Optimization exercise on an open flow, not production practice. RTL: at most simulated, not proved equivalent. Function not checked: runs 1 and 3 to 5. Power: default activity. The flow treats the clock pin as an ideal source, which a real chip does not have.

<file path="config.mk">
export PLATFORM = sky130hd
export DESIGN_NAME = rpa_pkt
export DESIGN_NICKNAME = rpa_pkt
export VERILOG_FILES = /design/flow/design.v
export SDC_FILE = /design/flow/constraint.sdc
export NUM_CORES = 4
export LEC_CHECK = 0
export ABC_CLOCK_PERIOD_IN_PS = 4000
export CAP_MARGIN = 20
export CORE_MARGIN = 2
export CORE_UTILIZATION = 60
export CTS_BUF_LIST = sky130_fd_sc_hd__clkbuf_16
export CTS_CLUSTER_DIAMETER = 84
export CTS_CLUSTER_SIZE = 32
export SLEW_MARGIN = 20
export SYNTH_MEMORY_MAX_BITS = 8192
</file>
<file path="flow/run.sh">
#!/bin/bash
# Standard synthesis unchanged, then the standard layout with a larger
# setup slack margin for the timing repair after CTS and global routing, and
# the smallest buffer as the port buffer (timing repair sizes it up where needed).
set -euo pipefail
MARGIN=${MARGIN:-5.6}
bash standard.sh synth > synth.log 2>&1
sed "s/CLKGATE_MAP_FILE= /CLKGATE_MAP_FILE= SETUP_SLACK_MARGIN=$MARGIN 'BUFFER_PORTS_ARGS=-buffer_cell sky130_fd_sc_hd__buf_1' /" standard.sh > standard_margin.sh
bash standard_margin.sh finish > layout.log 2>&1
</file>
<file path="design.v">
module rpa_ring #(
    parameter L  = 126,
    parameter SR = 8
) (
    input              clk,
    input              rst,
    input              clear,       
    input              push,        
    input      [39:0]  push_rec,
    output reg         wr_ok,       
    input              fetch_req,   
    output             fetch,       
    output     [39:0]  rd_rec
);
    localparam PW  = $clog2(L);
    localparam NR  = (L + SR - 1) / SR;
    localparam LSR = $clog2(SR);
    wire [40*L-1:0] slots;
    reg [PW-1:0]    hq;
    reg [PW-1:0]    fp;
    reg [PW-1:0]    nf;
    reg             can_fetch;      
    assign fetch = fetch_req && can_fetch && !clear;
    wire [PW-LSR-1:0] rtap = fp[PW-1:LSR];
    reg [39:0] rd;
    integer i;
    always @(*) begin
        rd = 40'd0;
        for (i = 0; i < NR; i = i + 1)
            if (rtap == i) rd = rd | slots[40*(i*SR) +: 40];
    end
    assign rd_rec = rd;
    genvar g;
    generate
        for (g = 0; g < L; g = g + 1) begin : sl
            reg [39:0] q;
            if (g == 0) begin : wt
                always @(posedge clk)
                    q <= push ? push_rec : slots[40*((g + 1) % L) +: 40];
            end else begin : nt
                always @(posedge clk)
                    q <= slots[40*((g + 1) % L) +: 40];
            end
            assign slots[40*g +: 40] = q;
        end
    endgenerate
    wire nf_z    = (nf == {PW{1'b0}});
    wire nf_o    = (nf == {{(PW-1){1'b0}}, 1'b1});
    wire realign = clear || (nf_z && !push);
    wire nf_nz_n = push || (!nf_z && !(nf_o && fetch));
    wire nf_full_n = ((nf == L - 2) && push && !fetch) || ((nf == L - 1) && !fetch);
    wire [PW-1:0] hq_m1 = (hq == 0) ? L - 1 : hq - 1'b1;
    wire [PW-1:0] fp_m1 = (fp == 0) ? L - 1 : fp - 1'b1;
    always @(posedge clk) begin
        if (rst) begin
            hq        <= 1;
            fp        <= 1;
            nf        <= {PW{1'b0}};
            wr_ok     <= 1'b1;
            can_fetch <= 1'b0;
        end else if (realign) begin
            hq        <= 1;
            fp        <= 1;
            nf        <= {PW{1'b0}};
            wr_ok     <= 1'b1;
            can_fetch <= 1'b0;
        end else begin
            hq        <= push ? hq : hq_m1;
            fp        <= fetch ? fp : fp_m1;
            nf        <= nf + push - fetch;
            wr_ok     <= (push ? (hq == 1) : (hq == 2)) && !nf_full_n;
            can_fetch <= nf_nz_n && (fetch ? (fp[LSR-1:0] == 0) : (fp[LSR-1:0] == 1));
        end
    end
endmodule
module rpa_encoder (
    input      [31:0] value,
    input      [7:0]  ts,
    output     [39:0] rec
);
    assign rec = {ts, value[7:0], value[15:8], value[23:16], value[31:24]};
endmodule
module rpa_cmd_gate (
    input        taken,       
    input  [7:0] byte_in,
    output       cmd_start,   
    output       cmd_reset    
);
    assign cmd_start = taken && (byte_in == 8'h53);
    assign cmd_reset = taken && (byte_in == 8'h52);
endmodule
module rpa_pkt #(
    parameter N = 128,     
    parameter B = 5000     
) (
    input             clk,
    input             rst,
    input             p_req_valid,
    output            p_req_ready,
    input      [31:0] p_req_data,
    output reg        p_rsp_valid,
    output reg [2:0]  p_rsp_status,
    input             c_req_valid,
    output reg        c_req_ready,
    input      [31:0] c_req_data,
    output reg        c_rsp_valid,
    output reg [2:0]  c_rsp_status,
    output reg        tx_enable,
    input             tx_ready,
    output            tx_send,
    output reg [7:0]  tx_data,
    input             tx_complete,
    input             rx_avail,
    output            rx_take,
    input      [7:0]  rx_data,
    input      [7:0]  ts_in
);
    localparam BW = (B <= 1) ? 1 : $clog2(B);
    localparam CW = $clog2(N);           
    localparam OPC_INIT   = 4'h1;
    localparam OPC_STORE  = 4'h2;
    localparam OPC_FLUSH1 = 4'h3;
    localparam OPC_FLUSHB = 4'h4;
    localparam ST_OK       = 3'd0;
    localparam ST_NOT_INIT = 3'd1;
    localparam ST_DISABLED = 3'd2;
    localparam ST_FULL     = 3'd3;
    localparam ST_EMPTY    = 3'd4;
    localparam ST_TIMEOUT  = 3'd5;
    localparam P_IDLE  = 2'd0;
    localparam P_POLL  = 2'd1;
    localparam P_PUSH  = 2'd2;
    localparam P_DRAIN = 2'd3;
    localparam C_IDLE  = 3'd0;
    localparam C_POLL1 = 3'd1;    
    localparam C_CHK   = 3'd2;    
    localparam C_LOOP  = 3'd3;    
    localparam C_SEND  = 3'd4;    
    localparam C_CMPL  = 3'd5;    
    reg          init;
    reg          gate;
    reg [1:0]    wc;
    reg [CW-1:0] used;            
    reg [1:0]    p_state;
    reg [15:0]   p_rem;           
    reg [2:0]    p_status;
    reg [2:0]    c_state;
    reg          c_mode_buf;      
    reg          c_first;         
    reg [2:0]    idx;             
    reg [BW-1:0] budget;
    reg [39:0]   e0, e1;
    reg          f0, f1;
    reg          cur;
    reg          fl_send;         
    reg          fl_last;         
    reg          fl_sendc;        
    reg          fl_ts;           
    reg          fl_tu;           
    reg          fl_cpoll_i;      
    reg          fl_cpoll_c;      
    reg          fl_cpop_i;       
    reg          fl_cpop_c;       
    reg          fl_chkpop;       
    reg          fl_ppoll;        
    reg          p_rdy;           
    reg          p_inpush;        
    wire c_poll  = fl_cpoll_i || (fl_cpoll_c && tx_complete);
    wire p_poll  = fl_ppoll && !c_poll;
    assign rx_take = c_poll || fl_ppoll;
    wire taken   = rx_take && rx_avail;
    wire rx_cmd  = rx_avail && !rx_data[7] && rx_data[6] && !rx_data[5] && rx_data[4];
    wire pop_imm = (fl_cpop_i || (fl_cpop_c && tx_complete)) && !rx_cmd;
    wire pop     = pop_imm || fl_chkpop;
    assign tx_send = tx_ready && (fl_ts || (fl_cpop_c && tx_complete)) && !(rx_cmd && fl_tu);
    wire cmd_start;
    wire cmd_reset;
    rpa_cmd_gate u_gate (
        .taken     (taken),
        .byte_in   (rx_data),
        .cmd_start (cmd_start),
        .cmd_reset (cmd_reset)
    );
    wire [3:0] p_opc = p_req_data[3:0];
    wire [3:0] c_opc = c_req_data[3:0];
    wire p_req_fire = p_req_valid && p_req_ready;
    wire c_req_fire = c_req_valid && c_req_ready;
    wire p_init_req = (p_state == P_IDLE) && p_req_fire && (p_opc == OPC_INIT);
    wire c_init_req = (c_state == C_IDLE) && c_req_fire && (c_opc == OPC_INIT);
    wire init_req   = p_init_req || c_init_req;
    reg       do_init;
    reg [1:0] init_wc;
    wire clear = do_init || cmd_reset;
    wire        ring_wr_ok;
    assign p_req_ready = p_rdy || (p_inpush && ring_wr_ok);
    wire        push = (p_state == P_PUSH) && p_req_fire;
    wire [39:0] push_rec;
    rpa_encoder u_enc (
        .value (p_req_data),
        .ts    (ts_in),
        .rec   (push_rec)
    );
    wire cur_full = cur ? f1 : f0;
    wire nxt_full = cur ? f0 : f1;
    wire        fetch_req = !cur_full || !nxt_full;
    wire        fill1     = cur_full ? !cur : cur;    
    wire        fetch;
    wire [39:0] rd_rec;
    rpa_ring #(.L(N - 2), .SR(8)) u_ring (
        .clk       (clk),
        .rst       (rst),
        .clear     (clear),
        .push      (push),
        .push_rec  (push_rec),
        .wr_ok     (ring_wr_ok),
        .fetch_req (fetch_req),
        .fetch     (fetch),
        .rd_rec    (rd_rec)
    );
    wire [2:0] idx_start = (wc == 2'b00) ? 3'd3 : (wc == 2'b01) ? 3'd2 : 3'd0;
    wire [2:0] idx_tx = fl_send ? idx : idx_start;
    wire rel_early   = tx_send && (idx_tx == 3'd3);
    wire last_sent   = tx_send && fl_last;
    wire timeout     = fl_send && !tx_ready && (budget == B - 1);
    wire release_cur = rel_early || (timeout && !fl_last);
    wire keep_cur    = (fl_send || pop) && !release_cur && !fl_last;
    reg          init_n, gate_n;
    reg [1:0]    wc_n;
    reg [CW-1:0] used_n;
    reg          used_z_n;
    reg          f0_n, f1_n, cur_n;
    reg [39:0]   e0_n, e1_n;
    reg [2:0]    idx_n;
    reg [2:0]    c_state_n;
    reg          c_mode_buf_n, c_first_n;
    reg          c_rsp_valid_n;
    reg [2:0]    c_rsp_status_n;
    reg [1:0]    p_state_n;
    reg          p_rsp_valid_n;
    reg [2:0]    p_rsp_status_n;
    reg [2:0]    p_status_n;
    wire used_z = (used == {CW{1'b0}});
    wire used_o = (used == {{(CW-1){1'b0}}, 1'b1});
    wire          p_gate_now = cmd_start || (gate && !cmd_reset);
    wire [CW-1:0] used_adm   = used - fl_chkpop;
    wire          p_kz       = (p_rem == 16'd0);
    wire          p_big      = (p_rem[15:CW] != 0);
    wire [CW:0]   k_sum      = {1'b0, p_rem[CW-1:0]} + {1'b0, used_adm};
    wire          p_fits     = !p_big && !k_sum[CW];
    wire          p_last     = (p_rem == 16'd1);
    always @(*) begin
        init_n = init;
        gate_n = gate;
        wc_n   = wc;
        if (do_init) begin
            init_n = 1'b1;
            wc_n   = init_wc;
            gate_n = 1'b0;
        end else if (cmd_reset) begin
            gate_n = 1'b0;
        end else if (cmd_start) begin
            gate_n = 1'b1;
        end
        if (clear) begin
            used_n   = {CW{1'b0}};
            used_z_n = 1'b1;
        end else begin
            used_n   = used + push - pop;
            used_z_n = (used_z && !push) || (used_o && pop && !push);
        end
        e0_n = e0;
        e1_n = e1;
        if (fetch && !fill1) e0_n = rd_rec;
        if (fetch &&  fill1) e1_n = rd_rec;
        f0_n = f0;
        f1_n = f1;
        if (release_cur && !cur) f0_n = 1'b0;
        if (release_cur &&  cur) f1_n = 1'b0;
        if (fetch && !fill1) f0_n = 1'b1;
        if (fetch &&  fill1) f1_n = 1'b1;
        if (clear) begin
            if (!(keep_cur && !cur)) f0_n = 1'b0;
            if (!(keep_cur &&  cur)) f1_n = 1'b0;
        end
        cur_n = release_cur ? !cur : cur;
        c_state_n      = c_state;
        c_mode_buf_n   = c_mode_buf;
        c_first_n      = c_first;
        c_rsp_valid_n  = 1'b0;
        c_rsp_status_n = c_rsp_status;
        idx_n          = idx;
        if (tx_send)
            idx_n = idx_tx + 3'd1;
        else if (pop)
            idx_n = idx_start;
        case (c_state)
            C_IDLE: begin
                if (c_req_fire) begin
                    if (c_opc == OPC_INIT) begin
                        c_rsp_valid_n  = 1'b1;
                        c_rsp_status_n = ST_OK;
                    end else if (c_opc == OPC_FLUSH1) begin
                        c_mode_buf_n = 1'b0;
                        c_state_n    = C_POLL1;
                    end else if (c_opc == OPC_FLUSHB) begin
                        c_mode_buf_n = 1'b1;
                        c_state_n    = C_POLL1;
                    end
                end
            end
            C_POLL1: begin
                if (!init) begin
                    c_rsp_valid_n  = 1'b1;
                    c_rsp_status_n = ST_NOT_INIT;
                    c_state_n      = C_IDLE;
                end else if (c_poll) begin
                    if (rx_cmd) begin
                        c_first_n = 1'b1;
                        c_state_n = C_CHK;
                    end else if (!gate) begin
                        c_rsp_valid_n  = 1'b1;
                        c_rsp_status_n = ST_DISABLED;
                        c_state_n      = C_IDLE;
                    end else if (used_z) begin
                        c_rsp_valid_n  = 1'b1;
                        c_rsp_status_n = ST_EMPTY;
                        c_state_n      = C_IDLE;
                    end else if (c_mode_buf) begin
                        c_state_n = C_LOOP;
                    end else begin
                        c_state_n = C_SEND;
                    end
                end
            end
            C_CHK: begin
                if (!gate) begin
                    c_rsp_valid_n  = 1'b1;
                    c_rsp_status_n = ST_DISABLED;
                    c_state_n      = C_IDLE;
                end else if (used_z) begin
                    c_rsp_valid_n  = 1'b1;
                    c_rsp_status_n = c_first ? ST_EMPTY : ST_OK;
                    c_state_n      = C_IDLE;
                end else if (c_first && c_mode_buf) begin
                    c_state_n = C_LOOP;
                end else if (cur_full) begin
                    c_state_n = C_SEND;
                end
            end
            C_SEND: begin
                if (last_sent) begin
                    c_state_n = C_CMPL;
                end else if (timeout) begin
                    c_rsp_valid_n  = 1'b1;
                    c_rsp_status_n = ST_TIMEOUT;
                    c_state_n      = C_IDLE;
                end
            end
            default: begin  
                if (c_state == C_CMPL && !tx_complete) begin
                    c_state_n = C_CMPL;
                end else if (c_state == C_CMPL && !c_mode_buf) begin
                    c_rsp_valid_n  = 1'b1;
                    c_rsp_status_n = ST_OK;
                    c_state_n      = C_IDLE;
                end else if (used_z) begin
                    c_rsp_valid_n  = 1'b1;
                    c_rsp_status_n = ST_OK;
                    c_state_n      = C_IDLE;
                end else if (c_poll) begin
                    c_first_n = 1'b0;
                    if (rx_cmd) begin
                        c_state_n = C_CHK;
                    end else if (!gate) begin
                        c_rsp_valid_n  = 1'b1;
                        c_rsp_status_n = ST_DISABLED;
                        c_state_n      = C_IDLE;
                    end else begin
                        c_state_n = C_SEND;
                    end
                end else begin
                    c_state_n = C_LOOP;
                end
            end
        endcase
        p_state_n      = p_state;
        p_rsp_valid_n  = 1'b0;
        p_rsp_status_n = p_rsp_status;
        p_status_n     = p_status;
        case (p_state)
            P_IDLE: begin
                if (p_req_fire) begin
                    if (p_opc == OPC_INIT) begin
                        p_rsp_valid_n  = 1'b1;
                        p_rsp_status_n = ST_OK;
                    end else if (p_opc == OPC_STORE) begin
                        p_state_n = P_POLL;
                    end
                end
            end
            P_POLL: begin
                if (!init) begin
                    if (p_kz) begin
                        p_rsp_valid_n  = 1'b1;
                        p_rsp_status_n = ST_NOT_INIT;
                        p_state_n      = P_IDLE;
                    end else begin
                        p_status_n = ST_NOT_INIT;
                        p_state_n  = P_DRAIN;
                    end
                end else if (p_poll) begin
                    if (!p_gate_now || !p_fits) begin
                        if (p_kz) begin
                            p_rsp_valid_n  = 1'b1;
                            p_rsp_status_n = p_gate_now ? ST_FULL : ST_DISABLED;
                            p_state_n      = P_IDLE;
                        end else begin
                            p_status_n = p_gate_now ? ST_FULL : ST_DISABLED;
                            p_state_n  = P_DRAIN;
                        end
                    end else if (p_kz) begin
                        p_rsp_valid_n  = 1'b1;
                        p_rsp_status_n = ST_OK;
                        p_state_n      = P_IDLE;
                    end else begin
                        p_state_n = P_PUSH;
                    end
                end
            end
            default: begin  
                if (p_req_fire && p_last) begin
                    p_rsp_valid_n  = 1'b1;
                    p_rsp_status_n = (p_state == P_PUSH) ? ST_OK : p_status;
                    p_state_n      = P_IDLE;
                end
            end
        endcase
    end
    wire cur_full_n = cur_n ? f1_n : f0_n;
    wire fl_sendc_n  = (c_state_n == C_SEND) ||
                       ((c_state_n == C_CHK) && gate_n && !used_z_n && !(c_first_n && c_mode_buf_n) && cur_full_n);
    wire fl_cpop_c_n = (c_state_n == C_CMPL) && c_mode_buf_n && !used_z_n && cur_full_n && gate_n;
    wire fl_cpop_i_n = ((c_state_n == C_POLL1) && init_n && !c_mode_buf_n && !used_z_n && cur_full_n && gate_n) ||
                       ((c_state_n == C_LOOP) && !used_z_n && cur_full_n && gate_n);
    always @(posedge clk) begin
        e0 <= e0_n;
        e1 <= e1_n;
    end
    always @(posedge clk) begin
        if (rst) begin
            init         <= 1'b0;
            gate         <= 1'b0;
            wc           <= 2'b00;
            used         <= {CW{1'b0}};
            tx_enable    <= 1'b0;
            do_init      <= 1'b0;
            init_wc      <= 2'b00;
            f0           <= 1'b0;
            f1           <= 1'b0;
            cur          <= 1'b0;
            idx          <= 3'd0;
            budget       <= {BW{1'b0}};
            c_state      <= C_IDLE;
            c_mode_buf   <= 1'b0;
            c_first      <= 1'b0;
            c_rsp_valid  <= 1'b0;
            c_rsp_status <= ST_OK;
            c_req_ready  <= 1'b1;
            p_state      <= P_IDLE;
            p_rem        <= 16'd0;
            p_status     <= ST_OK;
            p_rsp_valid  <= 1'b0;
            p_rsp_status <= ST_OK;
            p_rdy        <= 1'b1;
            p_inpush     <= 1'b0;
            tx_data      <= 8'd0;
            fl_send      <= 1'b0;
            fl_last      <= 1'b0;
            fl_sendc     <= 1'b0;
            fl_ts        <= 1'b0;
            fl_tu        <= 1'b0;
            fl_cpoll_i   <= 1'b0;
            fl_cpoll_c   <= 1'b0;
            fl_cpop_i    <= 1'b0;
            fl_cpop_c    <= 1'b0;
            fl_chkpop    <= 1'b0;
            fl_ppoll     <= 1'b0;
        end else begin
            init         <= init_n;
            gate         <= gate_n;
            wc           <= wc_n;
            used         <= used_n;
            tx_enable    <= init_req;
            do_init      <= init_req;
            if (init_req) init_wc <= p_init_req ? p_req_data[5:4] : c_req_data[5:4];
            f0           <= f0_n;
            f1           <= f1_n;
            cur          <= cur_n;
            idx          <= idx_n;
            if (pop || tx_send)
                budget <= {BW{1'b0}};
            else if (fl_send && !tx_ready)
                budget <= budget + 1'b1;
            c_state      <= c_state_n;
            c_mode_buf   <= c_mode_buf_n;
            c_first      <= c_first_n;
            c_rsp_valid  <= c_rsp_valid_n;
            c_rsp_status <= c_rsp_status_n;
            c_req_ready  <= (c_state_n == C_IDLE);
            p_state      <= p_state_n;
            if (p_state == P_IDLE && p_req_fire) begin
                p_rem <= p_req_data[23:8];
            end else if (p_state != P_IDLE && p_req_fire) begin
                p_rem <= p_rem - 16'd1;
            end
            p_status     <= p_status_n;
            p_rsp_valid  <= p_rsp_valid_n;
            p_rsp_status <= p_rsp_status_n;
            p_rdy        <= (p_state_n == P_IDLE) || (p_state_n == P_DRAIN);
            p_inpush     <= (p_state_n == P_PUSH);
            fl_last <= rel_early || (fl_last && !tx_send && !timeout);
            if (rel_early)
                tx_data <= cur ? e1[39:32] : e0[39:32];
            else if (fl_last && !tx_send)
                tx_data <= tx_data;
            else if (c_state_n == C_SEND)
                tx_data <= (cur_n ? e1_n : e0_n) >> (8 * idx_n);
            else
                tx_data <= (cur_n ? e1_n : e0_n) >> (8 * idx_start);
            fl_send    <= (c_state_n == C_SEND);
            fl_sendc   <= fl_sendc_n;
            fl_cpoll_c <= (c_state_n == C_CMPL) && c_mode_buf_n && !used_z_n && cur_full_n;
            fl_cpop_c  <= fl_cpop_c_n;
            fl_cpoll_i <= ((c_state_n == C_POLL1) && init_n && (c_mode_buf_n || used_z_n || cur_full_n)) ||
                          ((c_state_n == C_LOOP) && !used_z_n && cur_full_n);
            fl_cpop_i  <= fl_cpop_i_n;
            fl_ts      <= fl_sendc_n || fl_cpop_i_n;
            fl_tu      <= fl_cpop_i_n || fl_cpop_c_n;
            fl_chkpop  <= (c_state_n == C_CHK) && gate_n && !used_z_n && !(c_first_n && c_mode_buf_n) && cur_full_n;
            fl_ppoll   <= (p_state_n == P_POLL) && init_n;
        end
    end
endmodule
</file>
<file path="constraint.sdc">
create_clock -name core_clock -period 10.0 [get_ports {clk}]
set_input_delay 2.0000 -clock core_clock [delete_from_list [all_inputs] [get_ports {clk}]]
set_output_delay 2.0000 -clock core_clock [all_outputs]
set_load 0.01 [all_outputs]
</file>
<file path="standard.sh">
#!/bin/bash
# synth_recipe.tcl (not shown) runs the flow's synth.tcl, then flattens the netlist and writes it again
# the make line also repeats each setting of config.mk as NAME=value (left out here)
make -C /OpenROAD-flow-scripts/flow DESIGN_CONFIG=/design/flow/config.mk WORK_HOME=/design/flow/orfs CLKGATE_MAP_FILE= SYNTH_SCRIPT=/design/flow/synth_recipe.tcl "${@:-finish}"
</file>
==> impl_metrics.env, run 1 <==
export IMPL_critPathLaunch="rx_data[7]"
export IMPL_max_slew_worst_pin_slew_ns=1.05
export IMPL_crit_cells=6
export IMPL_combinationalPowerShare_pct=1.5
export IMPL_reg2reg_depth=11
export IMPL_antenna_found_initial=15
export IMPL_r2r_slack_ns=5.70
export IMPL_wire_per_inst_um=19.5
export IMPL_antenna_left=0
export IMPL_async_flop_share_pct=0
export IMPL_layout_drive_gt1_share_pct=5.46
export IMPL_endpoint="tx_send"
export IMPL_cp_common_cell="buf_6"
export IMPL_ys_ff_latch=5229
export IMPL_critPathLaunchType="input port"
export IMPL_timing_rr_end="tx_data[6]"
export IMPL_rows=160
export IMPL_avgSynthCellArea_um2=16.7
export IMPL_period_share_pct=49.1
export IMPL_p_seq_share_pct=69.4
export IMPL_cts_buffer_depth=3
export IMPL_crit_path_top_delay_cell="o211ai_1"
export IMPL_worst_skew_pair_late_latency_ns=0.86
export IMPL_clock_sinks=5229
export IMPL_slew_violations=0
export IMPL_leakagePower_nw=48.9
export IMPL_synth_most_common_cell="dfxtp_1"
export IMPL_cts_root_buf="clkbuf_16"
export IMPL_fmax_mhz=204
export IMPL_grt_pass1_vias=44000
export IMPL_io_pin_count=108
export IMPL_grt_pass1_wl_um=275000
export IMPL_cap_violations=0
export IMPL_initial_utilization_pct=60.5
export IMPL_htree_levels=4
export IMPL_slew_headroom_pct=29.2
export IMPL_coreArea_um2=191000
export IMPL_die_h_um=442
export IMPL_synth_area_leaders="dfxtp_1, a22oi_1, nand2_1"
export IMPL_hold_violations=0
export IMPL_path_max_fanout=2
export IMPL_reg2reg_from="u_ring.fp[5]"
export IMPL_synth_area_leader_cell="dfxtp_1"
export IMPL_synth_common_cells="dfxtp_1, nand2_1, a22oi_1"
export IMPL_cp_data_arrival_time_ns=2.91
export IMPL_track_usage_pct=18.9
export IMPL_end_kind="primary output"
export IMPL_numCtsBuffers=183
export IMPL_io_buffers=80
export IMPL_pwr_share_clk_pct=29.1
export IMPL_p_int_mw=24.8
export IMPL_worstPathCellList="buf_6 -> nand4bb_4 -> o211ai_1 -> buf_6 -> inv_8 -> buf_6"
export IMPL_hp_class="register to register"
export IMPL_gp_congestion=0.793
export IMPL_path_buf_inv=4
export IMPL_grt_setup_unrepaired="yes"
export IMPL_min_period_ns=4.91
export IMPL_synth_cells=6890
export IMPL_critPathTopFamily="buffers and inverters"
export IMPL_peakVddDrop_mv=0.199
export IMPL_fillers=13700
export IMPL_skew_ns=0.0320
export IMPL_areaGrowthSynthToFinish_pct=7.47
export IMPL_finalSetupViolCount=0
export IMPL_via_count=45900
export IMPL_postCtsHoldBufs=0
export IMPL_yosysTopAreaCellShare_pct=90.8
export IMPL_cts_tree="built"
export IMPL_die_w_um=442
export IMPL_detailed_place_hpwl_um=109000
export IMPL_synth_cell_types=92
export IMPL_status="no timing/DRC/antenna violations"
export IMPL_fin_util_pct=65.0
export IMPL_viasPerCell=4.77
export IMPL_synth_edf_count=0
export IMPL_drtIter0Drc=3077
export IMPL_syn_area_um2=115000
export IMPL_first_pass_iters=7
export IMPL_drc=0
export IMPL_yosysWarnings=2
export IMPL_slowest_delay_ns=0.27
export IMPL_switchingPower_mw=6.07
export IMPL_syn_num_nets=7025
export IMPL_finalWirelength_um=187000
export IMPL_yosysSeqAreaShare_pct=90.8
export IMPL_fin_tns_setup_ns=0
export IMPL_clkSlewWorstSetupHoldPaths_ns=0.11
export IMPL_critPathRequiredTime_ns=8.00
export IMPL_grt_max_degree=69
export IMPL_fin_nets=7226
export IMPL_power_density_nw_per_um2=249
export IMPL_p_sw_share_pct=19.6
export IMPL_die_area_um2=196000
export IMPL_crit_type="input port to primary output"
export IMPL_grt_overflow_total=0
export IMPL_ys_flop_type="dfxtp_1"
-- worst register-to-register path, delay by kind of cell (launching register included) --
kind                   cells  cell delay [ns]
muxes                      1             0.47
DFF                        1             0.60
and+or+nand+nor            2             0.77
buffers and inverters      3             1.37
AOI/OAI and AO/OA          5             1.02
-- kinds of logic (layout without fill, tap and decap cells) --
family | after synthesis | after routing | synth area share (%)
muxes | 94 | 94 | 1.07
adders and majority gates | 48 | 48 | 0.534
other | 1 | 7 | 0.00325
xor gates and xnor gates | 30 | 30 | 0.228
buffers and inverters | 219 | 433 | 0.799
and+or+nand+nor | 656 | 659 | 2.73
AOI/OAI and AO/OA | 613 | 613 | 3.89
DFF | 5229 | 5229 | 90.8
-- area by class of cell --
class,instances,area (um2),share of cell area (%)
repair buffers,155,960,0.774
diodes,6,15.0,0.0121
inverters,77,298,0.240
clock inverters,15,146,0.118
well taps,2511,3140,2.53
flip-flops and latches,5229,105000,84.5
clock buffers,186,4650,3.75
multi-input cells,1445,10100,8.11
-- state kept, by name, indices dropped and copies added (netlist names), 7 cells and up --
signal and flops:
budget 13, u_ring.hq 7, u_ring.nf 7, p_rem 16, e1 40, u_ring.fp 7
e0 40, tx_data 8, used 7, u_ring.sl.q 5040
-- power by group through the flow --
| stage | Sequential, mW | Clock, mW | Combinational (mW) |
|---|---|---|---|
| 6_report | 21.5 | 8.99 | 0.469 |
| 5_1_grt | 21.5 | 9.95 | 0.517 |
| 4_1_cts | 21.5 | 9.23 | 0.464 |
| 3_5_place_dp | 21.9 | 0 | 0.452 |
| 3_3_place_gp | 21.9 | 0 | 0.437 |
| 2_1_floorplan | 21.9 | 0 | 0.305 |
-- repair_timing --
action                                  in CTS  in global routing
gates cloned                                 2                  2
endpoints found under the setup margin      13                 11
pin swaps                                    4                 11
setup buffers                               11                 14
resized for setup                           30                 12
-- per-layer routing --
layer,GRT usage [%],share of wire [%],up-vias
met5,0,0,-
met4,5.82,2.8,0
met3,2.38,3.0,303
met2,28.8,44,638
met1,28.3,51,22300
li1,-,-,22600
-- worst min path at each step --
| stage | from | to | slack [ns] | cells after the start |
|---|---|---|---|---|
| final | u_ring.sl[101].q[32] | u_ring.sl[100].q[32] | 0.32 | 0 |
| after global routing | u_ring.sl[63].q[30] | u_ring.sl[62].q[30] | 0.32 | 0 |
| after detailed placement | u_ring.sl[113].q[1] | u_ring.sl[112].q[1] | 0.31 | 0 |
| after CTS | u_ring.sl[63].q[30] | u_ring.sl[62].q[30] | 0.31 | 0 |
| after floorplan | u_ring.sl[101].q[0] | u_ring.sl[100].q[0] | 0.31 | 0 |
| after global placement | u_ring.sl[105].q[4] | u_ring.sl[104].q[4] | 0.31 | 0 |
-- layout by cell type (no fill, tap or decap), drive strengths merged, types with 9 or more instances in the layout --
cell type and count:
nand4 14, mux4 16, o2bb2ai 17, nand3b 20
mux2i 54, buf 154, nor3 29, a211oi 22
inv 83, nor2b 18, or2 10, nand2b 12
clkinv 9, xnor2 14, dfxtp 5229, mux2 24
nor3b 10, a221o 13, a222oi 22, o21ai 103
a21oi 51, and2 18, a22oi 188, a22o 52
nand3 48, xor2 16, nand2 257, nor2 163
clkbuf 187, o22ai 38, ha 46, a221oi 20
or3 17
-- stage by stage --
stage	instances	total power, mW	hold WS, ns	setup WS (ns)	cell area [um2]
after floorplan	6890	22.2	0.310	5.21	115000
after global placement	9388	22.4	0.310	4.03	119000
after detailed placement	9388	22.4	0.312	4.02	119000
after CTS	9602	31.2	0.309	5.08	124000
after global routing	9620	32.0	0.321	5.07	124000
final	9624	30.9	0.315	5.09	124000
==> run 2: changes to the inputs <==
--- a/design.v
+++ b/design.v
@@ -169,7 +169,7 @@
     wire p_poll  = fl_ppoll && !c_poll;
     assign rx_take = c_poll || fl_ppoll;
     wire taken   = rx_take && rx_avail;
-    wire rx_cmd  = rx_avail && !rx_data[7] && rx_data[6] && !rx_data[5] && rx_data[4];
+    wire rx_cmd  = rx_avail && !rx_data[7] && rx_data[6];
     wire pop_imm = (fl_cpop_i || (fl_cpop_c && tx_complete)) && !rx_cmd;
     wire pop     = pop_imm || fl_chkpop;
     assign tx_send = tx_ready && (fl_ts || (fl_cpop_c && tx_complete)) && !(rx_cmd && fl_tu);
==> impl_metrics.env, run 2 <==
export IMPL_cp_data_arrival_time_ns=2.90
export IMPL_antenna_left=0
export IMPL_clkSlewWorstSetupHoldPaths_ns=0.11
export IMPL_rows=160
export IMPL_via_count=45200
export IMPL_grt_overflow_total=0
export IMPL_largest_register="u_ring.sl.q"
export IMPL_max_slew_worst_pin_slew_ns=1.16
export IMPL_avgSynthCellArea_um2=16.9
export IMPL_die_h_um=441
export IMPL_areaGrowthSynthToFinish_pct=7.72
export IMPL_cts_buffer_depth=3
export IMPL_track_usage_pct=19.0
export IMPL_multiInputGateArea_um2=9590
export IMPL_fin_nets=7119
export IMPL_slew_headroom_pct=22.1
export IMPL_drc=0
export IMPL_io_pin_count=108
export IMPL_grt_setup_unrepaired="yes"
export IMPL_endpoint="tx_send"
export IMPL_synth_area_leader_cell="dfxtp_1"
export IMPL_viasPerCell=4.74
export IMPL_detailed_place_hpwl_um=106000
export IMPL_drtIter0Drc=2777
export IMPL_timing_rr_end="tx_data[3]"
export IMPL_final_cell_mix="dfxtp_1, nand2_1, clkbuf_16"
export IMPL_status="no timing/DRC/antenna violations"
export IMPL_numCtsBuffers=185
export IMPL_io_buffers=80
export IMPL_peakVddDrop_mv=0.194
export IMPL_dp_cells=9289
export IMPL_cts_tree="built"
export IMPL_top_regs="u_ring.sl.q x5040, e0 x40, e1 x40"
export IMPL_finalSetupViolCount=0
export IMPL_r2r_slack_ns=5.61
export IMPL_cap_violations=0
export IMPL_crit_type="input port to primary output"
export IMPL_critPathLaunch="rx_data[7]"
export IMPL_grt_pass1_wl_um=272000
export IMPL_first_pass_iters=5
export IMPL_htree_levels=4
export IMPL_synth_most_common_cell="dfxtp_1"
export IMPL_timing_hold_ws_ns=0.300
export IMPL_skew_ns=0.0401
export IMPL_fillers=13500
export IMPL_syn_area_um2=115000
export IMPL_final_common_cell="dfxtp_1"
export IMPL_finalWirelength_um=185000
export IMPL_slowest_delay_ns=0.23
export IMPL_grt_pass1_vias=43500
export IMPL_power_density_nw_per_um2=246
export IMPL_worstPathCellList="buf_1 -> nand3b_1 -> o211ai_4 -> buf_8 -> clkinvlp_4 -> buf_6"
export IMPL_crit_path_top_delay_cell="nand3b_1"
export IMPL_yosysSeqAreaShare_pct=91.2
export IMPL_gp_congestion=0.796
export IMPL_synth_cells=6790
export IMPL_synth_area_leaders="dfxtp_1, a22oi_1, nand2_1"
export IMPL_clock_sinks=5229
export IMPL_dpl_cell_area_um2=118000
export IMPL_die_area_um2=195000
export IMPL_fmax_mhz=204
export IMPL_grt_max_degree=74
export IMPL_reg2reg_depth=10
export IMPL_yosysWarnings=2
export IMPL_antenna_found_initial=9
export IMPL_critPathRequiredTime_ns=8.00
export IMPL_wire_per_inst_um=19.4
export IMPL_end_kind="primary output"
export IMPL_hp_class="register to register"
export IMPL_coreArea_um2=190000
export IMPL_die_w_um=441
export IMPL_critPathLaunchType="input port"
export IMPL_yosysTopAreaCellShare_pct=91.2
export IMPL_hold_violations=0
export IMPL_synth_common_cells="dfxtp_1, nand2_1, a22oi_1"
export IMPL_cts_root_buf="clkbuf_16"
export IMPL_ys_ff_latch=5229
export IMPL_async_flop_share_pct=0
export IMPL_slew_violations=0
export IMPL_path_max_fanout=2
export IMPL_leakagePower_nw=48.4
export IMPL_synth_cell_types=82
export IMPL_layout_cells_non_filler=9525
export IMPL_ys_flop_type="dfxtp_1"
export IMPL_seq_area_um2=105000
export IMPL_initial_utilization_pct=60.4
export IMPL_final_cell_area_um2=124000
export IMPL_layout_drive_gt1_share_pct=5.65
export IMPL_period_share_pct=49.0
export IMPL_fin_tns_setup_ns=0
export IMPL_reg2reg_from="u_ring.fp[4]"
export IMPL_syn_num_nets=6925
export IMPL_worst_skew_pair_late_latency_ns=0.88
export IMPL_min_period_ns=4.90
export IMPL_synth_edf_count=0
export IMPL_largest_reg_flops=5040
run 2: cell type report:
class                   instances  share of cell area [%]
multi-input cells            1352                    7.76
diodes                          3                 0.00607
inverters                      62                   0.192
well taps                    2511                    2.54
clock inverters                28                   0.306
repair buffers                154                   0.779
flip-flops and latches       5229                    84.7
clock buffers                 186                    3.76
run 2: power by group:
group	switching (mW)	total, mW	internal [mW]
combinational	0.133	0.214	0.0815
sequential	0.0486	21.0	20.9
clock	5.72	9.17	3.45
run 2: cells by family (layout without fill, tap and decap cells):
group / count (synthesis) / after routing / share of synthesized area (%)
DFF: 5229 / 5229 / 91.2
and+or+nand+nor: 607 / 608 / 2.60
AOI/OAI and AO/OA: 593 / 593 / 3.72
buffers and inverters: 210 / 430 / 0.722
muxes: 72 / 72 / 1.00
adders and majority gates: 48 / 48 / 0.536
xor gates and xnor gates: 30 / 30 / 0.229
other: 1 / 4 / 0.00327
run 2: worst min path at each step:
| stage | cells after the start | endpoint | slack (ns) | start |
|---|---|---|---|---|
| after detailed placement | 0 | u_ring.sl[104].q[31] | 0.31 | u_ring.sl[105].q[31] |
| after floorplan | 0 | u_ring.sl[100].q[0] | 0.31 | u_ring.sl[101].q[0] |
| final | 0 | u_ring.sl[33].q[6] | 0.30 | u_ring.sl[34].q[6] |
| after global routing | 0 | u_ring.sl[121].q[22] | 0.31 | u_ring.sl[122].q[22] |
| after CTS | 0 | u_ring.sl[33].q[6] | 0.30 | u_ring.sl[34].q[6] |
| after global placement | 0 | u_ring.sl[59].q[17] | 0.31 | u_ring.sl[60].q[17] |
run 2: timing repair:
| item | 4_1_cts | 5_1_grt |
|---|---|---|
| pin swaps | 3 | 4 |
| hold buffers | 0 | 0 |
| hold endpoints to repair | 0 | 0 |
| cloned | 2 | 0 |
| endpoints found under the setup margin | 10 | 10 |
| setup buffers | 11 | 6 |
| gates resized for setup | 16 | 14 |
run 2: per-stage QoR:
step	power (mW)	setup WS (ns)	util, %
final	30.4	5.10	65.0
after global routing	31.4	5.03	65.0
after CTS	30.6	5.05	65.0
after floorplan	21.6	5.20	-
after global placement	21.7	3.89	62.2
after detailed placement	21.7	3.88	62.2
run 2: routing by layer:
layer	GRT usage, %	up-vias	routed length (um)
met5	0	-	0
met4	4.92	0	4000
met3	2.67	236	5520
met2	29.2	568	81900
met1	28.4	22100	93400
li1	-	22300	-
run 2: worst max-delay path, delay by kind of cell:
| family | cells | cell delay, ns |
|---|---|---|
| simple gates | 1 | 0.23 |
| buf+inv | 4 | 0.44 |
| compound gates | 1 | 0.23 |
Testbench counts of run 2, summed over its fixed seeds: cycles 13,730, items 1,920.
==> run 3: changes to the inputs <==
--- a/design.v
+++ b/design.v
@@ -89,6 +89,22 @@
     assign cmd_start = taken && (byte_in == 8'h53);
     assign cmd_reset = taken && (byte_in == 8'h52);
 endmodule
+module rpa_txgate (
+    input  tx_ready,
+    input  tx_complete,
+    input  rx_avail,
+    input  fl_ts,        
+    input  fl_cpop_c,    
+    input  fl_tu,        
+    input  fl_cpoll_i,   
+    input  fl_cpoll_c,   
+    input  fl_ppoll,     
+    output tx_send,
+    output rx_take
+);
+    assign tx_send = tx_ready && (fl_ts || (fl_cpop_c && tx_complete)) && !(rx_avail && fl_tu);
+    assign rx_take = fl_ppoll || fl_cpoll_i || (fl_cpoll_c && tx_complete);
+endmodule
 module rpa_pkt #(
     parameter N = 128,     
     parameter B = 5000     
@@ -143,6 +159,9 @@
     reg [CW-1:0] used;            
     reg [1:0]    p_state;
     reg [15:0]   p_rem;           
+    reg          p_kz;            
+    reg          p_big;           
+    reg [CW-1:0] p_k;             
     reg [2:0]    p_status;
     reg [2:0]    c_state;
     reg          c_mode_buf;      
@@ -167,12 +186,24 @@
     reg          p_inpush;        
     wire c_poll  = fl_cpoll_i || (fl_cpoll_c && tx_complete);
     wire p_poll  = fl_ppoll && !c_poll;
-    assign rx_take = c_poll || fl_ppoll;
-    wire taken   = rx_take && rx_avail;
-    wire rx_cmd  = rx_avail && !rx_data[7] && rx_data[6];
-    wire pop_imm = (fl_cpop_i || (fl_cpop_c && tx_complete)) && !rx_cmd;
+    wire rx_take_i = c_poll || fl_ppoll;
+    wire taken   = rx_take_i && rx_avail;
+    wire pop_imm = (fl_cpop_i || (fl_cpop_c && tx_complete)) && !rx_avail;
     wire pop     = pop_imm || fl_chkpop;
-    assign tx_send = tx_ready && (fl_ts || (fl_cpop_c && tx_complete)) && !(rx_cmd && fl_tu);
+    wire tx_send_i = tx_ready && (fl_sendc || pop_imm);
+    rpa_txgate u_txg (
+        .tx_ready    (tx_ready),
+        .tx_complete (tx_complete),
+        .rx_avail    (rx_avail),
+        .fl_ts       (fl_ts),
+        .fl_cpop_c   (fl_cpop_c),
+        .fl_tu       (fl_tu),
+        .fl_cpoll_i  (fl_cpoll_i),
+        .fl_cpoll_c  (fl_cpoll_c),
+        .fl_ppoll    (fl_ppoll),
+        .tx_send     (tx_send),
+        .rx_take     (rx_take)
+    );
     wire cmd_start;
     wire cmd_reset;
     rpa_cmd_gate u_gate (
@@ -219,8 +250,8 @@
     );
     wire [2:0] idx_start = (wc == 2'b00) ? 3'd3 : (wc == 2'b01) ? 3'd2 : 3'd0;
     wire [2:0] idx_tx = fl_send ? idx : idx_start;
-    wire rel_early   = tx_send && (idx_tx == 3'd3);
-    wire last_sent   = tx_send && fl_last;
+    wire rel_early   = tx_send_i && (idx_tx == 3'd3);
+    wire last_sent   = tx_send_i && fl_last;
     wire timeout     = fl_send && !tx_ready && (budget == B - 1);
     wire release_cur = rel_early || (timeout && !fl_last);
     wire keep_cur    = (fl_send || pop) && !release_cur && !fl_last;
@@ -243,9 +274,7 @@
     wire used_o = (used == {{(CW-1){1'b0}}, 1'b1});
     wire          p_gate_now = cmd_start || (gate && !cmd_reset);
     wire [CW-1:0] used_adm   = used - fl_chkpop;
-    wire          p_kz       = (p_rem == 16'd0);
-    wire          p_big      = (p_rem[15:CW] != 0);
-    wire [CW:0]   k_sum      = {1'b0, p_rem[CW-1:0]} + {1'b0, used_adm};
+    wire [CW:0]   k_sum      = {1'b0, p_k} + {1'b0, used_adm};
     wire          p_fits     = !p_big && !k_sum[CW];
     wire          p_last     = (p_rem == 16'd1);
     always @(*) begin
@@ -289,7 +318,7 @@
         c_rsp_valid_n  = 1'b0;
         c_rsp_status_n = c_rsp_status;
         idx_n          = idx;
-        if (tx_send)
+        if (tx_send_i)
             idx_n = idx_tx + 3'd1;
         else if (pop)
             idx_n = idx_start;
@@ -314,7 +343,7 @@
                     c_rsp_status_n = ST_NOT_INIT;
                     c_state_n      = C_IDLE;
                 end else if (c_poll) begin
-                    if (rx_cmd) begin
+                    if (rx_avail) begin
                         c_first_n = 1'b1;
                         c_state_n = C_CHK;
                     end else if (!gate) begin
@@ -369,7 +398,7 @@
                     c_state_n      = C_IDLE;
                 end else if (c_poll) begin
                     c_first_n = 1'b0;
-                    if (rx_cmd) begin
+                    if (rx_avail) begin
                         c_state_n = C_CHK;
                     end else if (!gate) begin
                         c_rsp_valid_n  = 1'b1;
@@ -468,6 +497,9 @@
             c_req_ready  <= 1'b1;
             p_state      <= P_IDLE;
             p_rem        <= 16'd0;
+            p_kz         <= 1'b0;
+            p_big        <= 1'b0;
+            p_k          <= {CW{1'b0}};
             p_status     <= ST_OK;
             p_rsp_valid  <= 1'b0;
             p_rsp_status <= ST_OK;
@@ -497,7 +529,7 @@
             f1           <= f1_n;
             cur          <= cur_n;
             idx          <= idx_n;
-            if (pop || tx_send)
+            if (pop || tx_send_i)
                 budget <= {BW{1'b0}};
             else if (fl_send && !tx_ready)
                 budget <= budget + 1'b1;
@@ -510,6 +542,9 @@
             p_state      <= p_state_n;
             if (p_state == P_IDLE && p_req_fire) begin
                 p_rem <= p_req_data[23:8];
+                p_kz  <= (p_req_data[23:8] == 16'd0);
+                p_big <= (p_req_data[23:8+CW] != 0);
+                p_k   <= p_req_data[8+CW-1:8];
             end else if (p_state != P_IDLE && p_req_fire) begin
                 p_rem <= p_rem - 16'd1;
             end
@@ -518,10 +553,10 @@
             p_rsp_status <= p_rsp_status_n;
             p_rdy        <= (p_state_n == P_IDLE) || (p_state_n == P_DRAIN);
             p_inpush     <= (p_state_n == P_PUSH);
-            fl_last <= rel_early || (fl_last && !tx_send && !timeout);
+            fl_last <= rel_early || (fl_last && !tx_send_i && !timeout);
             if (rel_early)
                 tx_data <= cur ? e1[39:32] : e0[39:32];
-            else if (fl_last && !tx_send)
+            else if (fl_last && !tx_send_i)
                 tx_data <= tx_data;
             else if (c_state_n == C_SEND)
                 tx_data <= (cur_n ? e1_n : e0_n) >> (8 * idx_n);
--- a/config.mk
+++ b/config.mk
@@ -10,7 +10,9 @@
 export CORE_MARGIN = 2
 export CORE_UTILIZATION = 60
 export CTS_BUF_LIST = sky130_fd_sc_hd__clkbuf_16
-export CTS_CLUSTER_DIAMETER = 84
-export CTS_CLUSTER_SIZE = 32
+export CTS_CLUSTER_DIAMETER = 80
+export CTS_CLUSTER_SIZE = 30
 export SLEW_MARGIN = 20
+export SYNTH_HIERARCHICAL = 1
 export SYNTH_MEMORY_MAX_BITS = 8192
+export SYNTH_MINIMUM_KEEP_SIZE = 0
==> impl_metrics.env, run 3 <==
export IMPL_end_kind="primary output"
export IMPL_postCtsHoldBufs=0
export IMPL_final_common_cell="dfxtp_1"
export IMPL_path_max_fanout=6
export IMPL_layout_drive_gt1_share_pct=7.72
export IMPL_dp_cells=9350
export IMPL_route_met2_wl_um=81000
export IMPL_cts_tree="built"
export IMPL_ys_flop_type="dfxtp_1"
export IMPL_synth_most_common_cell="dfxtp_1"
export IMPL_critPathTopFamily="compound AO/OA/AOI/OAI gates"
export IMPL_crit_type="input port to primary output"
export IMPL_status="no timing/DRC/antenna violations"
export IMPL_drtIter0Drc=2904
export IMPL_critPathRequiredTime_ns=8.00
export IMPL_drc=0
export IMPL_fillers=13800
export IMPL_async_flop_share_pct=0
export IMPL_clock_sinks=5239
export IMPL_viasPerCell=4.79
export IMPL_synth_common_cells="dfxtp_1, nor2_1, a22oi_1"
export IMPL_yosysTopAreaCellShare_pct=89.6
export IMPL_slew_headroom_pct=37.4
export IMPL_first_pass_iters=5
export IMPL_slew_violations=0
export IMPL_die_w_um=446
export IMPL_crit_path_top_delay_cell="a211oi_4"
export IMPL_fmax_mhz=215
export IMPL_top_regs="u_ring.sl.q x5040, e0 x40, e1 x40"
export IMPL_die_h_um=446
export IMPL_met3_length_um=6120
export IMPL_gp_congestion=0.813
export IMPL_clkSlewWorstSetupHoldPaths_ns=0.10
export IMPL_layout_cells_non_filler=9609
export IMPL_period_share_pct=46.4
export IMPL_hold_violations=0
export IMPL_fin_tns_setup_ns=0
export IMPL_synth_cells=6873
export IMPL_worstPathCellList="buf_12 -> a21oi_4 -> a211oi_4 -> buf_2"
export IMPL_fin_util_pct=64.6
export IMPL_worst_skew_pair_late_latency_ns=0.87
export IMPL_cts_buffer_depth=3
export IMPL_synth_simple_area_share_pct=2.24
export IMPL_min_period_ns=4.64
export IMPL_ys_ff_latch=5239
export IMPL_cp_data_arrival_time_ns=2.64
export IMPL_synth_cell_types=90
export IMPL_synth_xor_area_share_pct=0.217
export IMPL_largest_register="u_ring.sl.q"
export IMPL_grt_pass1_wl_um=277000
export IMPL_grt_max_degree=64
export IMPL_finalWirelength_um=186000
export IMPL_cts_root_buf="clkbuf_16"
export IMPL_syn_area_um2=117000
export IMPL_pwr_share_clk_pct=30.7
export IMPL_critPathLaunchType="input port"
export IMPL_combinationalPowerShare_pct=0.4
export IMPL_die_area_um2=199000
export IMPL_synth_area_leader_cell="dfxtp_1"
export IMPL_detailed_place_hpwl_um=110000
export IMPL_antenna_left=0
export IMPL_highest_signal_layer="met5"
export IMPL_largest_reg_flops=5040
export IMPL_switchingPower_mw=5.85
export IMPL_timing_hold_ws_ns=0.301
export IMPL_fin_nets=7174
export IMPL_finalSetupViolCount=0
export IMPL_wl_met1_um=93000
export IMPL_antenna_found_initial=11
export IMPL_via_count=46000
export IMPL_synth_mux_area_share_pct=2.88
export IMPL_synth_area_leaders="dfxtp_1, mux4_2, a22oi_1"
export IMPL_areaGrowthSynthToFinish_pct=7.41
export IMPL_avgSynthCellArea_um2=17.0
export IMPL_path_buf_inv=2
export IMPL_io_pin_count=108
export IMPL_grt_overflow_total=0
export IMPL_synth_compound_area_share_pct=3.42
export IMPL_grt_pass1_vias=44700
export IMPL_peakVddDrop_mv=0.180
export IMPL_yosysSeqAreaShare_pct=89.6
export IMPL_htree_levels=4
export IMPL_io_buffers=80
export IMPL_synthAdderAreaFrac_pct=0.515
export IMPL_rows=162
export IMPL_skew_ns=0.0358
export IMPL_yosysWarnings=8
export IMPL_track_usage_pct=18.7
export IMPL_leakagePower_nw=49.1
export IMPL_grt_setup_unrepaired="yes"
export IMPL_power_density_nw_per_um2=242
export IMPL_synth_edf_count=0
export IMPL_p_seq_share_pct=68.9
export IMPL_cap_violations=0
export IMPL_slowest_delay_ns=0.28
export IMPL_hp_class="register to register"
export IMPL_initial_utilization_pct=60.2
export IMPL_syn_num_nets=7007
export IMPL_max_slew_worst_pin_slew_ns=0.932
export IMPL_p_sw_share_pct=19.2
export IMPL_p_int_mw=24.6
export IMPL_wire_per_inst_um=19.4
export IMPL_final_cell_mix="dfxtp_1, nor2_1, clkbuf_16"
export IMPL_synth_top_family_by_area="compound AO/OA/AOI/OAI gates"
export IMPL_numCtsBuffers=195
export IMPL_coreArea_um2=194000
[run 3: layout make-up]
| type | count | area [um2] | share of cell area, % |
|---|---|---|---|
| Sequential cell | 5239 | 105000 | 83.5 |
| Timing Repair Buffer | 150 | 992 | 0.790 |
| Clock buffer | 195 | 4880 | 3.88 |
| Multi-Input combinational cell | 1400 | 11100 | 8.87 |
| Tap cell | 2542 | 3180 | 2.53 |
| Inverter | 54 | 216 | 0.172 |
| Clock inverter | 26 | 353 | 0.281 |
| Antenna cell | 3 | 7.51 | 0.00597 |
[run 3: repair_timing]
action                                  in CTS  in global routing
pin swaps                                    5                 15
endpoints found under the setup margin     112                 18
gates cloned                                 3                  1
resized for setup                           53                 14
buffers inserted                            20                 11
hold endpoints to repair                     0                  0
[run 3: path summary, 6_finish.rpt]
path | startpoint | end | slack [ns] | cells past startpoint
max | tx_complete | tx_send | 5.36 | 4
max reg2reg | u_ring.fp[6] | tx_data[7] | 5.51 | 11
min reg2reg | u_ring.sl[86].q[32] | u_ring.sl[85].q[32] | 0.30 | 0
min | u_ring.sl[86].q[32] | u_ring.sl[85].q[32] | 0.30 | 0
[run 3: worst register-to-register path: cells and delay by family (launching register included)]
| kind | cells | cell delay, ns |
|---|---|---|
| buffers and inverters | 3 | 1.10 |
| and+or+nand+nor | 2 | 1.08 |
| AOI/OAI and AO/OA | 4 | 0.82 |
| muxes | 2 | 0.80 |
| DFF | 1 | 0.56 |
[run 3: stage by stage]
step | worst slack (ns) | cell area, um2 | total power, mW
final | 5.36 | 126000 | 30.4
after global routing | 5.33 | 126000 | 31.4
after CTS | 5.34 | 126000 | 30.7
after detailed placement | 2.83 | 120000 | 21.6
after global placement | 2.91 | 120000 | 21.6
after floorplan | 5.11 | 117000 | 21.5
[run 3: cells by family after synthesis]
logic type / Yosys count
DFF: 5239
AOI/OAI and AO/OA: 550
and+or+nand+nor: 527
muxes: 243
buffers and inverters: 237
adders and majority gates: 47
xor gates and xnor gates: 29
other: 1
[run 3: routing by layer]
metal,vias to the layer above,GRT usage (%)
met4,2,6.42
met2,605,28.5
met3,275,2.83
met1,22500,27.5
li1,22600,-
met5,-,0
[run 3: power groups by stage]
stage	Sequential, mW	Clock [mW]	Combinational [mW]
global route	21.0	10.3	0.143
global placement	21.4	0	0.123
detailed placement	21.4	0	0.126
finish	20.9	9.32	0.130
floorplan	21.4	0	0.0821
CTS	20.9	9.59	0.132
[run 3: Yosys stat by module (local to each module, per instance), a selection]
module,cells,area [um2],times used
rpa_pkt,994,9250,1
rpa_encoder,40,300,1
rpa_cmd_gate,5,36.3,1
rpa_txgate,4,30.0,1
==> run 4: changes to the inputs <==
==> flow/run.sh (replaced) <==
#!/bin/bash
# Standard synthesis unchanged, then the standard layout with a larger
# setup slack margin for the timing repair after CTS and global routing.
set -euo pipefail
MARGIN=${MARGIN:-5.6}
bash standard.sh synth > synth.log 2>&1
sed "s/CLKGATE_MAP_FILE= /CLKGATE_MAP_FILE= SETUP_SLACK_MARGIN=$MARGIN /" standard.sh > standard_margin.sh
bash standard_margin.sh finish > layout.log 2>&1
==> impl_metrics.env, run 4 <==
export IMPL_drtIter0Drc=2500
export IMPL_status="no timing/DRC/antenna violations"
export IMPL_ys_ff_latch=5239
export IMPL_grt_pass1_wl_um=277000
export IMPL_finalWirelength_um=185000
export IMPL_skew_ns=0.0327
export IMPL_met1_usage_pct=27.7
export IMPL_hold_violations=0
export IMPL_avgSynthCellArea_um2=17.0
export IMPL_leakagePower_nw=49.3
export IMPL_die_area_um2=199000
export IMPL_io_buffers=80
export IMPL_critPathLaunchType="input port"
export IMPL_final_common_cell="dfxtp_1"
export IMPL_coreArea_um2=194000
export IMPL_grt_max_degree=64
export IMPL_fin_nets=7161
export IMPL_clkSlewWorstSetupHoldPaths_ns=0.10
export IMPL_hold_depth=0
export IMPL_layout_cells_non_filler=9597
export IMPL_synth_area_leaders="dfxtp_1, mux4_2, a22oi_1"
export IMPL_areaGrowthSynthToFinish_pct=7.84
export IMPL_slew_headroom_pct=32.9
export IMPL_grt_busiest_layer="met2"
export IMPL_multiInputGateArea_um2=11200
export IMPL_dp_cells=9348
export IMPL_period_share_pct=46.4
export IMPL_largest_reg_flops=5040
export IMPL_power_density_nw_per_um2=242
export IMPL_async_flop_share_pct=0
export IMPL_ys_flop_type="dfxtp_1"
export IMPL_viasPerCell=4.78
export IMPL_synth_common_cells="dfxtp_1, nor2_1, a22oi_1"
export IMPL_seq_area_um2=105000
export IMPL_die_h_um=446
export IMPL_syn_area_um2=117000
export IMPL_detailed_place_hpwl_um=109000
export IMPL_synth_edf_count=0
export IMPL_layout_drive_gt1_share_pct=7.55
export IMPL_track_usage_pct=18.7
export IMPL_cap_violations=0
export IMPL_final_cell_mix="dfxtp_1, clkbuf_16, nor2_1"
export IMPL_crit_type="input port to primary output"
export IMPL_top_regs="u_ring.sl.q x5040, e0 x40, e1 x40"
export IMPL_max_slew_worst_pin_slew_ns=1.00
export IMPL_drc=0
export IMPL_finalSetupViolCount=0
export IMPL_path_max_fanout=9
export IMPL_syn_num_nets=7007
export IMPL_cp_data_arrival_time_ns=2.64
export IMPL_worstPathCellList="buf_12 -> a211oi_4 -> buf_2"
export IMPL_rows=162
export IMPL_synth_area_leader_cell="dfxtp_1"
export IMPL_yosysTopAreaCellShare_pct=89.6
export IMPL_initial_utilization_pct=60.2
export IMPL_cts_root_buf="clkbuf_16"
export IMPL_min_period_ns=4.64
export IMPL_first_pass_iters=5
export IMPL_numCtsBuffers=196
export IMPL_yosysWarnings=8
export IMPL_use_met3_pct=2.73
export IMPL_yosysSeqAreaShare_pct=89.6
export IMPL_peakVddDrop_mv=0.213
export IMPL_reg2reg_depth=12
export IMPL_gp_congestion=0.820
export IMPL_slew_violations=0
export IMPL_grt_util_met2_pct=28.6
export IMPL_antenna_left=0
export IMPL_clock_sinks=5239
export IMPL_fmax_mhz=215
export IMPL_synth_most_common_cell="dfxtp_1"
export IMPL_critPathRequiredTime_ns=8.00
export IMPL_antenna_found_initial=9
export IMPL_synth_cell_types=90
export IMPL_grt_pass1_vias=45000
export IMPL_cts_buffer_depth=3
export IMPL_fin_tns_setup_ns=0
export IMPL_crit_path_top_delay_cell="a211oi_4"
export IMPL_die_w_um=446
export IMPL_io_pin_count=108
export IMPL_grt_setup_unrepaired="yes"
export IMPL_htree_levels=4
export IMPL_end_kind="primary output"
export IMPL_slowest_delay_ns=0.32
export IMPL_cts_tree="built"
export IMPL_hp_class="register to register"
export IMPL_via_count=45900
export IMPL_fillers=13700
export IMPL_largest_register="u_ring.sl.q"
export IMPL_synth_cells=6873
export IMPL_grt_overflow_total=0
export IMPL_worst_skew_pair_late_latency_ns=0.87
export IMPL_wire_per_inst_um=19.3
==> run 4: cell families after synthesis <==
logic type / synth area share [%]
xor+xnor: 0.217
mux: 2.88
buf+inv: 1.08
flops: 89.6
compound gates: 3.42
simple gates: 2.24
other cells: 0.00321
fa+ha+maj: 0.515
==> run 4: report_power, final <==
part / internal, mW / switching [mW]
registers: 20.9 / 0.0294
clock network: 3.70 / 5.72
logic: 0.0614 / 0.0855
total: 24.7 / 5.84
==> run 4: worst max-delay path, delay by kind of cell <==
kind                   cells  cell delay (ns)
buffers and inverters      2             0.32
AOI/OAI and AO/OA          1             0.32
==> run 4: area by class of cell <==
type                       instances  area share, %
sequential                      5239           83.1
tap                             2542           2.52
timing repair buffer             135           1.05
clock inverter                    17          0.228
inverter                          54          0.166
clock buffer                     203           4.03
antenna                            6         0.0119
multi-input combinational       1401           8.86
==> run 4: worst paths after layout <==
kind                            slack, ns             endpoint                start
worst max-delay path                 5.36              tx_send             rx_avail
worst min-delay path                 0.31  u_ring.sl[75].q[15]  u_ring.sl[76].q[15]
worst max register to register       5.56           tx_data[7]         u_ring.fp[3]
worst min register to register       0.31  u_ring.sl[75].q[15]  u_ring.sl[76].q[15]
==> run 4: modules after synthesis, one instance, submodules excluded, a selection <==
| module | area, um2 | times used |
|---|---|---|
| rpa_cmd_gate | 36.3 | 1 |
| rpa_encoder | 300 | 1 |
| rpa_pkt | 9250 | 1 |
| rpa_txgate | 30.0 | 1 |
==> run 4: stage by stage <==
step	hold WS (ns)	instance area, um2	power [mW]	setup WS, ns	util (%)
2_1_floorplan	0.310	117000	21.5	5.11	-
3_3_place_gp	0.310	120000	21.6	2.56	61.9
3_5_place_dp	0.312	120000	21.6	2.47	61.9
4_1_cts	0.316	126000	30.8	5.32	64.8
5_1_grt	0.317	126000	31.6	5.34	64.9
6_report	0.310	126000	30.5	5.36	64.9
==> run 4: per-layer routing <==
metal | up-vias | wire length (um)
li1 | 22600 | -
met2 | 595 | 81000
met3 | 300 | 5600
met4 | 2 | 5010
met1 | 22400 | 93600
met5 | - | 13
==> run 4: repair_timing <==
action,4_1_cts,5_1_grt
hold endpoints to repair,0,0
resized for setup,69,15
hold buffers,0,0
pin swaps,9,7
buffers inserted,12,6
cloned,3,2
setup endpoints to repair,157,18
==> run 5: changes to the inputs <==
--- a/design.v
+++ b/design.v
@@ -93,16 +93,16 @@
     input  tx_ready,
     input  tx_complete,
     input  rx_avail,
-    input  fl_ts,        
+    input  fl_sendc,     
+    input  fl_cpop_i,    
     input  fl_cpop_c,    
-    input  fl_tu,        
     input  fl_cpoll_i,   
     input  fl_cpoll_c,   
     input  fl_ppoll,     
     output tx_send,
     output rx_take
 );
-    assign tx_send = tx_ready && (fl_ts || (fl_cpop_c && tx_complete)) && !(rx_avail && fl_tu);
+    assign tx_send = tx_ready && (fl_sendc || (!rx_avail && (fl_cpop_i || (fl_cpop_c && tx_complete))));
     assign rx_take = fl_ppoll || fl_cpoll_i || (fl_cpoll_c && tx_complete);
 endmodule
 module rpa_pkt #(
@@ -174,8 +174,6 @@
     reg          fl_send;         
     reg          fl_last;         
     reg          fl_sendc;        
-    reg          fl_ts;           
-    reg          fl_tu;           
     reg          fl_cpoll_i;      
     reg          fl_cpoll_c;      
     reg          fl_cpop_i;       
@@ -195,9 +193,9 @@
         .tx_ready    (tx_ready),
         .tx_complete (tx_complete),
         .rx_avail    (rx_avail),
-        .fl_ts       (fl_ts),
+        .fl_sendc    (fl_sendc),
+        .fl_cpop_i   (fl_cpop_i),
         .fl_cpop_c   (fl_cpop_c),
-        .fl_tu       (fl_tu),
         .fl_cpoll_i  (fl_cpoll_i),
         .fl_cpoll_c  (fl_cpoll_c),
         .fl_ppoll    (fl_ppoll),
@@ -466,11 +464,6 @@
         endcase
     end
     wire cur_full_n = cur_n ? f1_n : f0_n;
-    wire fl_sendc_n  = (c_state_n == C_SEND) ||
-                       ((c_state_n == C_CHK) && gate_n && !used_z_n && !(c_first_n && c_mode_buf_n) && cur_full_n);
-    wire fl_cpop_c_n = (c_state_n == C_CMPL) && c_mode_buf_n && !used_z_n && cur_full_n && gate_n;
-    wire fl_cpop_i_n = ((c_state_n == C_POLL1) && init_n && !c_mode_buf_n && !used_z_n && cur_full_n && gate_n) ||
-                       ((c_state_n == C_LOOP) && !used_z_n && cur_full_n && gate_n);
     always @(posedge clk) begin
         e0 <= e0_n;
         e1 <= e1_n;
@@ -509,8 +502,6 @@
             fl_send      <= 1'b0;
             fl_last      <= 1'b0;
             fl_sendc     <= 1'b0;
-            fl_ts        <= 1'b0;
-            fl_tu        <= 1'b0;
             fl_cpoll_i   <= 1'b0;
             fl_cpoll_c   <= 1'b0;
             fl_cpop_i    <= 1'b0;
@@ -563,14 +554,14 @@
             else
                 tx_data <= (cur_n ? e1_n : e0_n) >> (8 * idx_start);
             fl_send    <= (c_state_n == C_SEND);
-            fl_sendc   <= fl_sendc_n;
+            fl_sendc   <= (c_state_n == C_SEND) ||
+                          ((c_state_n == C_CHK) && gate_n && !used_z_n && !(c_first_n && c_mode_buf_n) && cur_full_n);
             fl_cpoll_c <= (c_state_n == C_CMPL) && c_mode_buf_n && !used_z_n && cur_full_n;
-            fl_cpop_c  <= fl_cpop_c_n;
+            fl_cpop_c  <= (c_state_n == C_CMPL) && c_mode_buf_n && !used_z_n && cur_full_n && gate_n;
             fl_cpoll_i <= ((c_state_n == C_POLL1) && init_n && (c_mode_buf_n || used_z_n || cur_full_n)) ||
                           ((c_state_n == C_LOOP) && !used_z_n && cur_full_n);
-            fl_cpop_i  <= fl_cpop_i_n;
-            fl_ts      <= fl_sendc_n || fl_cpop_i_n;
-            fl_tu      <= fl_cpop_i_n || fl_cpop_c_n;
+            fl_cpop_i  <= ((c_state_n == C_POLL1) && init_n && !c_mode_buf_n && !used_z_n && cur_full_n && gate_n) ||
+                          ((c_state_n == C_LOOP) && !used_z_n && cur_full_n && gate_n);
             fl_chkpop  <= (c_state_n == C_CHK) && gate_n && !used_z_n && !(c_first_n && c_mode_buf_n) && cur_full_n;
             fl_ppoll   <= (p_state_n == P_POLL) && init_n;
         end
==> impl_metrics.env, run 5 <==
export IMPL_cts_root_buf="clkbuf_16"
export IMPL_ys_flop_type="dfxtp_1"
export IMPL_grt_pass1_wl_um=266000
export IMPL_gp_congestion=0.804
export IMPL_clkSlewWorstSetupHoldPaths_ns=0.10
export IMPL_io_pin_count=108
export IMPL_fin_tns_setup_ns=0
export IMPL_numCtsBuffers=197
export IMPL_finalSetupViolCount=0
export IMPL_period_share_pct=47.1
export IMPL_path_buf_inv=2
export IMPL_fmax_mhz=212
export IMPL_worstPathCellList="buf_12 -> a211o_1 -> and3_4 -> buf_6"
export IMPL_drtIter0Drc=2626
export IMPL_fin_nets=7110
export IMPL_grt_overflow_total=0
export IMPL_crit_type="input port to primary output"
export IMPL_status="no timing/DRC/antenna violations"
export IMPL_wl_met1_um=89000
export IMPL_yosysSeqAreaShare_pct=90.1
export IMPL_dpl_cell_area_um2=120000
export IMPL_cap_violations=0
export IMPL_largest_register="u_ring.sl.q"
export IMPL_synth_cell_types=85
export IMPL_seq_area_um2=105000
export IMPL_die_w_um=444
export IMPL_grt_setup_unrepaired="yes"
export IMPL_power_density_nw_per_um2=244
export IMPL_grt_max_degree=65
export IMPL_skew_ns=0.0271
export IMPL_drc=0
export IMPL_largest_reg_flops=5040
export IMPL_first_pass_iters=5
export IMPL_cp_data_arrival_time_ns=2.71
export IMPL_wire_per_inst_um=18.6
export IMPL_grt_pass1_vias=44200
export IMPL_synth_most_common_cell="dfxtp_1"
export IMPL_power_mw=30.6
export IMPL_min_period_ns=4.71
export IMPL_synth_area_leader_cell="dfxtp_1"
export IMPL_path_max_fanout=4
export IMPL_final_cell_area_um2=125000
export IMPL_synth_area_leaders="dfxtp_1, mux2_2, a22oi_1"
export IMPL_rows=161
export IMPL_antenna_found_initial=24
export IMPL_end_kind="primary output"
export IMPL_detailed_place_hpwl_um=103000
export IMPL_coreArea_um2=193000
export IMPL_fillers=13600
export IMPL_final_cell_mix="dfxtp_1, clkbuf_16, nor2_1"
export IMPL_synth_edf_count=0
export IMPL_critPathRequiredTime_ns=8.00
export IMPL_areaGrowthSynthToFinish_pct=7.77
export IMPL_io_buffers=80
export IMPL_cts_buffer_depth=3
export IMPL_die_area_um2=198000
export IMPL_synth_common_cells="dfxtp_1, nor2_1, a22oi_1"
export IMPL_finalWirelength_um=177000
export IMPL_syn_num_nets=6969
export IMPL_avgSynthCellArea_um2=17.0
export IMPL_track_usage_pct=17.9
export IMPL_htree_levels=4
export IMPL_met3_length_um=6360
export IMPL_synth_cells=6835
export IMPL_async_flop_share_pct=0
export IMPL_hold_violations=0
export IMPL_via_count=45100
export IMPL_final_common_cell="dfxtp_1"
export IMPL_route_met2_wl_um=75500
export IMPL_critPathLaunchType="input port"
export IMPL_max_slew_worst_pin_slew_ns=1.05
## run 5: per-layer routing
| metal | up-vias | global-route usage [%] |
|---|---|---|
| li1 | 22400 | - |
| met1 | 21800 | 26.3 |
| met2 | 595 | 26.9 |
| met3 | 308 | 2.96 |
| met4 | 4 | 6.60 |
| met5 | - | 0 |
## run 5: final timing paths
kind                 startpoint  cells after the start                  to  slack (ns)
max                 tx_complete                      4             tx_send        5.29
min reg2reg  u_ring.sl[77].q[6]                      0  u_ring.sl[76].q[6]        0.31
min          u_ring.sl[77].q[6]                      0  u_ring.sl[76].q[6]        0.31
max reg2reg        u_ring.fp[4]                      9          tx_data[3]        5.70
## run 5: kinds of logic (layout without fill, tap and decap cells)
kind of cell	count (synthesis)	in the layout	synth area share [%]
muxes	220	220	2.44
DFF	5237	5237	90.1
and+or+nand+nor	497	498	2.15
adders and majority gates	47	47	0.518
AOI/OAI and AO/OA	570	570	3.52
buffers and inverters	234	401	1.06
xor gates and xnor gates	29	29	0.218
other	1	9	0.00322
## run 5: per-module statistics from Yosys (local to each module, per instance), excerpt
module	area, um2	copies in the design	cells inside	flops+latches
rpa_cmd_gate	36.3	1	5	0
rpa_encoder	300	1	40	0
rpa_pkt	8630	1	956	174
rpa_txgate	30.0	1	4	0
## run 5: area by class of cell
cell class,instances,area share [%]
antenna,8,0.0160
clock buffer,203,4.05
multi-input combinational,1365,8.43
sequential,5237,83.6
clock inverter,23,0.257
timing repair buffer,124,0.969
inverter,51,0.159
tap,2526,2.52
## run 5: report_power, final
group | internal, mW | total (mW) | leakage (nW) | switching (mW)
Combinational | 0.0564 | 0.129 | 4.08 | 0.0723
Sequential | 20.9 | 20.9 | 42.2 | 0.0303
Clock | 3.74 | 9.48 | 2.66 | 5.74
Total | 24.7 | 30.6 | 48.9 | 5.84
## run 5: what timing repair did
action	CTS	global route
buffers inserted	7	3
pin swaps	4	6
setup endpoints to repair	144	16
gates cloned	2	1
resized for setup	50	14
hold buffers	0	0
## run 5: worst reg2reg max path: stages (launching register included)
cell	delay, ns
dfxtp_4	0.67
buf_4	0.66
and4bb_2	0.73
buf_4	0.66
a221o_1	0.33
or3_1	0.41
mux2_2	0.26
o211ai_1	0.10
and3_1	0.21
a31oi_1	0.18
## run 5: per-stage QoR
step | hold WS, ns | setup WS [ns] | utilization, % | instances
3_3_place_gp | 0.310 | 3.44 | 62.2 | 9290
6_report | 0.312 | 5.29 | 65.1 | 9537
2_1_floorplan | 0.310 | 5.30 | - | 6835
5_1_grt | 0.315 | 5.29 | 65.1 | 9532
3_5_place_dp | 0.312 | 3.43 | 62.2 | 9290
4_1_cts | 0.314 | 5.26 | 65.1 | 9525
